Source: an optimization exercise on an open RTL-to-GDS flow (aim: small area and a short achievable clock period). Production flows keep margins and buffers that such runs may drop.
RTL that was checked went through simulation tests only; none was proved equivalent to the original.
Power figures rest on the tool's default switching activity, not on a simulated workload.

## the reference run
## sfs
module sfs (
    input  wire        clk,
    input  wire        rst,         
    input  wire        clr,         
    input  wire        in_valid,
    input  wire [7:0]  in_data,
    output wire        in_ready,
    output wire        res_valid,
    output wire [1:0]  res_kind,    
    output wire [31:0] res_idx,
    output wire [15:0] res_x,
    output wire [15:0] res_y,
    output wire [15:0] res_z,
    output wire [31:0] res_ax,
    output wire [31:0] res_ay,
    output wire [31:0] res_az,
    output wire [31:0] res_loss,
    input  wire        cfg_we,
    input  wire [2:0]  cfg_addr,
    input  wire [31:0] cfg_wdata,
    output reg  [31:0] cfg_rdata
);
==> flow/config.mk <==
export PLATFORM = sky130hd
export DESIGN_NAME = sfs
export DESIGN_NICKNAME = sfs
export VERILOG_FILES = /design/flow/design.v
export SDC_FILE = /design/flow/constraint.sdc
export NUM_CORES = 4
export LEC_CHECK = 0
export CAP_MARGIN = 20
export CORE_MARGIN = 2
export CORE_UTILIZATION = 40
export SETUP_SLACK_MARGIN = 5
export SLEW_MARGIN = 20
export SYNTH_HIERARCHICAL = 1
export SYNTH_MINIMUM_KEEP_SIZE = 0
==> flow/constraint.sdc <==
create_clock -name core_clock -period 12.0 [get_ports {clk}]
set_input_delay 2.4000 -clock core_clock [delete_from_list [all_inputs] [get_ports {clk}]]
set_output_delay 2.4000 -clock core_clock [all_outputs]
set_load 0.01 [all_outputs]
standard.sh (not shown) runs the stock make flow with config.mk's settings and CLKGATE_MAP_FILE= SYNTH_SCRIPT=/design/flow/synth_recipe.tcl, a recipe that flattens the netlist after the stock synthesis.
==> flow/flow/run.sh <==
#!/bin/bash
set -euo pipefail
bash standard.sh \
    "BUFFER_PORTS_ARGS=-buffer_cell sky130_fd_sc_hd__buf_1" \
    SETUP_SLACK_MARGIN=6 \
    finish > standard.log 2>&1
For the trial run, these inputs were changed with respect to the reference run:
==> flow/run.sh (new file) <==
#!/bin/bash
# synth_recipe.tcl (not shown) runs the flow's synth.tcl, then flattens the netlist and writes it again
# the make line also repeats each setting of config.mk as NAME=value (left out here)
make -C /OpenROAD-flow-scripts/flow DESIGN_CONFIG=/design/flow/config.mk WORK_HOME=/design/flow/orfs CLKGATE_MAP_FILE= SYNTH_SCRIPT=/design/flow/synth_recipe.tcl finish
removed: flow/flow/run.sh
removed: flow/standard.sh
Notes after the runs:
Looking at the trial run and the reference run, the final total power is a wash. In the final reports, the cell area of the trial run is larger than that of the reference run. The trial run | status: complete | timing, DRC, antenna: pass. Every stage of the flow completed for the reference run, and the final layout passed the timing, design-rule and antenna checks. Count of cell types in the netlist delta (the reference run -> the trial run): insignificant. The trial run ended up with a higher area added between synthesis and finish than the reference run did.
No functional check of the RTL was part of any run of this note.

========
wip/indigo:
sfs, a different RTL version from the one above (not shown whole).
Size in the first run: about 360 flip-flops, roughly 290 I/O pins.
// sfs
module sfs (
    input  wire        clk,
    input  wire        rst,         
    input  wire        clr,         
    input  wire        in_valid,
    input  wire [7:0]  in_data,
    output wire        in_ready,
    output wire        res_valid,
    output wire [1:0]  res_kind,    
    output wire [31:0] res_idx,
    output wire [15:0] res_x,
    output wire [15:0] res_y,
    output wire [15:0] res_z,
    output wire [31:0] res_ax,
    output wire [31:0] res_ay,
    output wire [31:0] res_az,
    output wire [31:0] res_loss,
    input  wire        cfg_we,
    input  wire [2:0]  cfg_addr,
    input  wire [31:0] cfg_wdata,
    output reg  [31:0] cfg_rdata
);
clock: 12.0 ns
lec_check: 0
cap_margin: 20
core_margin: 2
core_utilization: 80
cts_buf_list: sky130_fd_sc_hd__clkbuf_4
cts_cluster_size: 16
place_density: 0.88
setup_slack_margin: 5
slew_margin: 20
synth_hierarchical: 1
synth_minimum_keep_size: 0
==> flow/flow/run.sh <==
#!/bin/bash
# Layout flow: the standard ORFS flow (standard.sh, standard synthesis
# unchanged), with these changes to how the layout is made:
#  - the port buffers that buffer_ports adds are the smallest buffer cell
#    (every input and output still gets its own buffer);
#  - clock tree synthesis inserts no dummy loads.
# make's full output goes to standard.log in the folder this runs in; ORFS
# writes each step's own log under orfs/logs.
set -euo pipefail
bash standard.sh \
    "BUFFER_PORTS_ARGS=-buffer_cell sky130_fd_sc_hd__buf_1" \
    SETUP_SLACK_MARGIN=6 \
    "CTS_ARGS=-sink_clustering_enable -repair_clock_nets -dont_use_dummy_load -sink_clustering_size 16 -buf_list sky130_fd_sc_hd__clkbuf_4" \
    finish > standard.log 2>&1
wip/indigo did not make it past global routing, where a tool error ended it.
## Diff of input files: wip/cedar against wip/indigo
- PLACE_DENSITY: 0.88 -> 0.75
- CORE_UTILIZATION: 80 -> 65
- wip/cedar ended with every stage complete and zero timing, DRC or antenna violations.
- Taking wip/indigo as the reference point, the area after detailed placement of wip/cedar rises by 0.36%.
- Diff wip/indigo -> wip/cedar: starting density of the core fell 15 points; post-DP HPWL fell 1.8 mm.
- From wip/indigo to wip/cedar, simple-gate share of the synthesized area did not move at all.
Edits applied to the flow inputs when going from wip/cedar to wip/ember:
- clearing PLACE_DENSITY, which used to be 0.75
- swapping 65 for 40 in CORE_UTILIZATION
- swapping sky130_fd_sc_hd__clkbuf_4 for sky130_fd_sc_hd__clkbuf_8 in CTS_BUF_LIST
- swapping 16 for 20 in CTS_CLUSTER_SIZE
--- a/flow/flow/run.sh
+++ b/flow/flow/run.sh
@@ -13 +13 @@
-    "CTS_ARGS=-sink_clustering_enable -repair_clock_nets -dont_use_dummy_load -sink_clustering_size 16 -buf_list sky130_fd_sc_hd__clkbuf_4" \
+    "CTS_ARGS=-sink_clustering_enable -repair_clock_nets -dont_use_dummy_load -sink_clustering_size 20 -buf_list sky130_fd_sc_hd__clkbuf_8" \
The timing endpoint of the critical path comes out cfg_rdata[8] in one run and cfg_rdata[22] in the other, namely in wip/ember and wip/cedar respectively.
wip/ember — portion of the layout cell area used by non-clock buffers 0.19 points higher, wip/cedar as reference
wip/ember vs wip/cedar — worst slew margin relative to its limit rose 2.0 points.
The run showing the greater total iterations of the first detailed-routing run is wip/cedar.
Modified inputs, wip/fjord compared to wip/ember
- a change of CTS_BUF_LIST from sky130_fd_sc_hd__clkbuf_8 to sky130_fd_sc_hd__clkbuf_4
- a change of CTS_CLUSTER_SIZE from 20 to 16
--- a/flow/flow/run.sh
+++ b/flow/flow/run.sh
@@ -12,2 +12,2 @@
-    SETUP_SLACK_MARGIN=6 \
-    "CTS_ARGS=-sink_clustering_enable -repair_clock_nets -dont_use_dummy_load -sink_clustering_size 20 -buf_list sky130_fd_sc_hd__clkbuf_8" \
+    SETUP_SLACK_MARGIN=6.3 \
+    "CTS_ARGS=-sink_clustering_enable -repair_clock_nets -dont_use_dummy_load -sink_clustering_size 16 -buf_list sky130_fd_sc_hd__clkbuf_4" \
Findings:
Proportion of cell area spent on the clock network: wip/fjord vs wip/ember down 0.68 points
Of the two candidates, wip/ember has the worse worst slack after detailed placement and wip/fjord the better one.
Global routing usage on met3 in wip/fjord vs wip/ember: up 2.1 points
Across both runs, switching power was higher for wip/fjord than for wip/ember.
Taking wip/ember as the reference, in wip/fjord last weighted congestion value of the routability-driven placer now sits lower; layout inverter count without the clock tree now sits lower.

-- port drivers added, routing unchanged --
How much do the figures lean on ideal ports? The routed layouts below were timed once more, with nothing changed but the port constraints. Step 1, drivers: a clkbuf_16 drives clk and a buf_2 each remaining input, both assumed. Step 2 moves the port delays by t, midway between the first and last clock arrival at a register: inputs arrive t later, outputs are due t later. That takes back most of the time a late clock gives input paths. Slacks: no drivers / after step 1 / after step 2; pairs: no drivers / after step 1.
run	t, ns	setup slack, ns	hold WS [ns]	clock arrival spread, ns	worst data-port slew with drivers (ns)
the reference run	0.616	5.954 / 5.923 / 5.923	0.433 / 0.433 / 0.433	0.017 / 0.018	0.08
the trial run	0.627	5.066 / 5.047 / 5.047	0.443 / 0.443 / 0.443	0.021 / 0.020	0.10
wip/cedar	0.731	5.992 / 5.971 / 5.971	0.413 / 0.413 / 0.413	0.127 / 0.127	0.06
wip/ember	0.664	5.952 / 5.929 / 5.929	0.425 / 0.425 / 0.425	0.120 / 0.120	0.08
wip/fjord	0.832	6.006 / 5.964 / 5.964	0.409 / 0.409 / 0.409	0.096 / 0.096	0.09
After both steps every run listed still meets setup and hold. For wip/fjord, which loses most, drivers alone change the setup slack by -0.042 ns; drivers and shift together by -0.042 ns.
